Background: an optimization exercise with open tools, aiming at small area, a short achievable clock period and few clock cycles per item. Do not read the settings as production practice. Where RTL was checked, it was by simulation tests only, not by an equivalence proof against the original. Power figures rest on the tool's default switching activity, not on a simulated workload.

## irlib2_codec
module irlib2_codec (
  input  wire        clk,
  input  wire        rst,
  input  wire        cmd_valid,
  input  wire [63:0] cmd_word,
  output wire        cmd_ready,
  input  wire [3:0]  rd_addr,
  output wire [31:0] rd_data,
  input  wire        cap_we,
  input  wire [15:0] cap_idx,
  input  wire        cap_level,
  input  wire [15:0] cap_dur,
  output wire        tok_valid,
  output wire        tok_level,
  output wire [15:0] tok_dur,
  input  wire        tok_ready
);
  localparam [15:0] ZERO_MIN = 16'd300;
  localparam [15:0] ZERO_MAX = 16'd500;
  localparam [15:0] ONE_MIN  = 16'd600;
  localparam [15:0] ONE_MAX  = 16'd1000;
  localparam [15:0] HDR_MIN  = 16'd1200;
  localparam [15:0] HDR_MAX  = 16'd2000;
  localparam [7:0] SEED_DEFAULT = 8'hAE;
  localparam [7:0] FIXED_MARKER = 8'hAA;
  localparam [3:0] CK_OFFSET    = 4'hD;
  function [3:0] checksum;
    input [3:0] t;
    input [3:0] w;
    begin
      checksum = CK_OFFSET + t + w;
    end
  endfunction
  wire [3:0] op = cmd_word[63:60];
  wire hi_zero  = (cmd_word[59:40] == 20'd0);
  wire mid_zero = (cmd_word[39:16] == 24'd0);
  wire is_nop     = (op == 4'h0) && hi_zero && mid_zero && (cmd_word[15:0] == 16'd0);
  wire is_enc_tw  = (op == 4'h1) && hi_zero && mid_zero;
  wire is_enc_raw = (op == 4'h2) && hi_zero;
  wire is_dec     = (op == 4'h3) && hi_zero && mid_zero;
  wire is_cksum   = (op == 4'h4) && hi_zero && mid_zero;
  wire is_legal   = is_nop | is_enc_tw | is_enc_raw | is_dec | is_cksum;
  wire is_enc     = is_enc_tw | is_enc_raw;
  wire [3:0] ck_cmd = checksum(cmd_word[11:8], cmd_word[3:0]);
  reg enc_busy;
  irlib2_ready u_ready (
    .cmd_hi   (cmd_word[63:16]),
    .enc_busy (enc_busy),
    .cmd_ready(cmd_ready)
  );
  wire accept_enc = cmd_valid && is_enc && !enc_busy;
  wire accept_dec = cmd_valid && is_dec;
  wire accept_ck  = cmd_valid && is_cksum;
  wire accept_ill = cmd_valid && !is_legal;
  reg [3:0] ck_res;
  reg       cmd_err;
  always @(posedge clk) begin
    if (rst) begin
      ck_res  <= 4'd0;
      cmd_err <= 1'b0;
    end else begin
      if (accept_ck)
        ck_res <= ck_cmd;
      if (accept_ill)
        cmd_err <= 1'b1;
    end
  end
  wire cls0   = (cap_dur >= ZERO_MIN) && (cap_dur <= ZERO_MAX);
  wire cls1   = (cap_dur >= ONE_MIN)  && (cap_dur <= ONE_MAX);
  wire hdr_in = cap_level && (cap_dur >= HDR_MIN) && (cap_dur <= HDR_MAX);
  ...
For scale: ~810 cells after synthesis, ~160 I/O pins, ~9300 µm² of cells after synthesis.
clock: 10.0 ns
lec_check: 0
cap_margin: 20
core_margin: 2
core_utilization: 40
slew_margin: 20
synth_hierarchical: 1
standard.sh (not shown) runs the stock make flow with config.mk's settings and CLKGATE_MAP_FILE= SYNTH_SCRIPT=/design/flow/synth_recipe.tcl, a recipe that flattens the netlist after the stock synthesis.
==> flow/flow/run.sh <==
#!/bin/bash
# Standard ORFS flow (the standard.sh, standard synthesis unchanged) with
# different layout settings: smaller port buffers, a denser core and a larger
# setup margin for timing repair. Each tool's output stays in orfs/logs/.
set -euo pipefail
bash standard.sh \
  BUFFER_PORTS_ARGS="-buffer_cell sky130_fd_sc_hd__buf_1" \
  CORE_UTILIZATION=55 \
  SETUP_SLACK_MARGIN=5.0 \
  CTS_BUF_LIST=sky130_fd_sc_hd__clkbuf_8 \
  finish > standard.log 2>&1
Testbench counts at the start, summed over its fixed seeds: cycles 15,389, frames 410.
Edit:
--- a/flow/design.v
+++ b/flow/design.v
@@ -1,20 +1,20 @@
 module irlib2_codec (
   input  wire        clk,
   input  wire        rst,
   input  wire        cmd_valid,
   input  wire [63:0] cmd_word,
   output wire        cmd_ready,
   input  wire [3:0]  rd_addr,
-  output wire [31:0] rd_data,
+  output reg  [31:0] rd_data,
   input  wire        cap_we,
   input  wire [15:0] cap_idx,
   input  wire        cap_level,
   input  wire [15:0] cap_dur,
   output wire        tok_valid,
   output wire        tok_level,
   output wire [15:0] tok_dur,
   input  wire        tok_ready
 );
   localparam [15:0] ZERO_MIN = 16'd300;
   localparam [15:0] ZERO_MAX = 16'd500;
   localparam [15:0] ONE_MIN  = 16'd600;
@@ -187,55 +187,36 @@
       enc_d    <= enc_d - 6'd1;
       slot_bit <= nx_bit;
     end
   end
   wire is_hdr = (enc_d == 6'd41);
   wire is_trl = (enc_d == 6'd0);
   assign tok_valid = enc_busy;
   assign tok_level = enc_d[0];
   assign tok_dur   = is_hdr ? 16'd1600 :
                      is_trl ? 16'd1000 :
                      slot_bit ? 16'd800 : 16'd400;
   wire [31:0] status = {24'd0, cmd_err, ckmm, err_rd, dec_ok, dec_done, 1'b0, enc_busy};
-  irlib2_rdmux u_rdmux (
-    .rd_addr  (rd_addr),
-    .status   (status[7:0]),
-    .dec_ok   (dec_ok),
-    .dec_frame(dec_frame),
-    .slots_rd (slots_rd),
-    .ck_res   (ck_res),
-    .rd_data  (rd_data)
-  );
+  always @(*) begin
+    case (rd_addr)
+      4'h0:    rd_data = status;
+      4'h1:    rd_data = dec_ok ? dec_frame[31:0] : 32'd0;
+      4'h2:    rd_data = {24'd0, dec_ok ? dec_frame[39:32] : 8'd0};
+      4'h3:    rd_data = {24'd0, 2'b00, dec_ok, 1'b0, dec_ok, 3'b000};
+      4'h4:    rd_data = {31'd0, dec_ok};
+      4'h5:    rd_data = {26'd0, slots_rd};
+      4'h6:    rd_data = {28'd0, ck_res};
+      default: rd_data = 32'd0;
+    endcase
+  end
 endmodule
 module irlib2_ready (
   input  wire [63:16] cmd_hi,
   input  wire         enc_busy,
   output wire         cmd_ready
 );
   wire [3:0] op       = cmd_hi[63:60];
   wire       hi_zero  = (cmd_hi[59:40] == 20'd0);
   wire       mid_zero = (cmd_hi[39:16] == 24'd0);
   wire       is_enc   = hi_zero && ((op == 4'h2) || (op == 4'h1 && mid_zero));
   assign cmd_ready = !(is_enc && enc_busy);
 endmodule
-module irlib2_rdmux (
-  input  wire [3:0]  rd_addr,
-  input  wire [7:0]  status,
-  input  wire        dec_ok,
-  input  wire [39:0] dec_frame,
-  input  wire [5:0]  slots_rd,
-  input  wire [3:0]  ck_res,
-  output reg  [31:0] rd_data
-);
-  always @(*) begin
-    case (rd_addr)
-      4'h0:    rd_data = {24'd0, status};
-      4'h1:    rd_data = dec_ok ? dec_frame[31:0] : 32'd0;
-      4'h2:    rd_data = {24'd0, dec_ok ? dec_frame[39:32] : 8'd0};
-      4'h3:    rd_data = {24'd0, 2'b00, dec_ok, 1'b0, dec_ok, 3'b000};
-      4'h4:    rd_data = {31'd0, dec_ok};
-      4'h5:    rd_data = {26'd0, slots_rd};
-      4'h6:    rd_data = {28'd0, ck_res};
-      default: rd_data = 32'd0;
-    endcase
-  end
-endmodule
Critical path depth stays the same.
Worst setup slack is worse by 0.055 ns.
Clock-buffer cell count does not change.
Die area climbs by 0.63%.
Fmax fell by 1.1%.
Global-route usage is higher by 1.1 points.
Worst hold slack improves by 0.012 ns.
Combinational power is higher by 8.3%.
Total power is lower by 2.7%.
Final cell count went up by 0.83%.
Function not checked in the second run of this note: the RTL went through the layout flow alone.

static timing again, ports no longer ideal:
The flow's constraints put no driver on any port. The routed layouts listed below were extracted and timed again, unchanged, in two steps. Step 1 sets driving cells, clkbuf_16 on the clock port and buf_2 on the other inputs (assumed; they add their load-dependent delay and slew). Step 2, shift: input delay + t, output delay - t, t = (earliest + latest rising clock arrival at the registers) / 2. This alone moves slack from input paths to output paths. Three values: ideal, step 1, step 2; two values: the first two.
| run | shift t [ns] | slack for setup (ns) | worst data-port slew with drivers (ns) | cell pins on the clock port's net |
|---|---|---|---|---|
| the first run | 0.492 | 4.989 / 4.961 / 4.764 | 0.07 | 1 |
| the second run | 0.506 | 4.934 / 4.907 / 4.734 | 0.15 | 1 |
After both steps setup and hold are still met in every run listed. The setup slack of the first run, which loses most, moves by -0.028 ns with the drivers and by -0.225 ns with both steps.
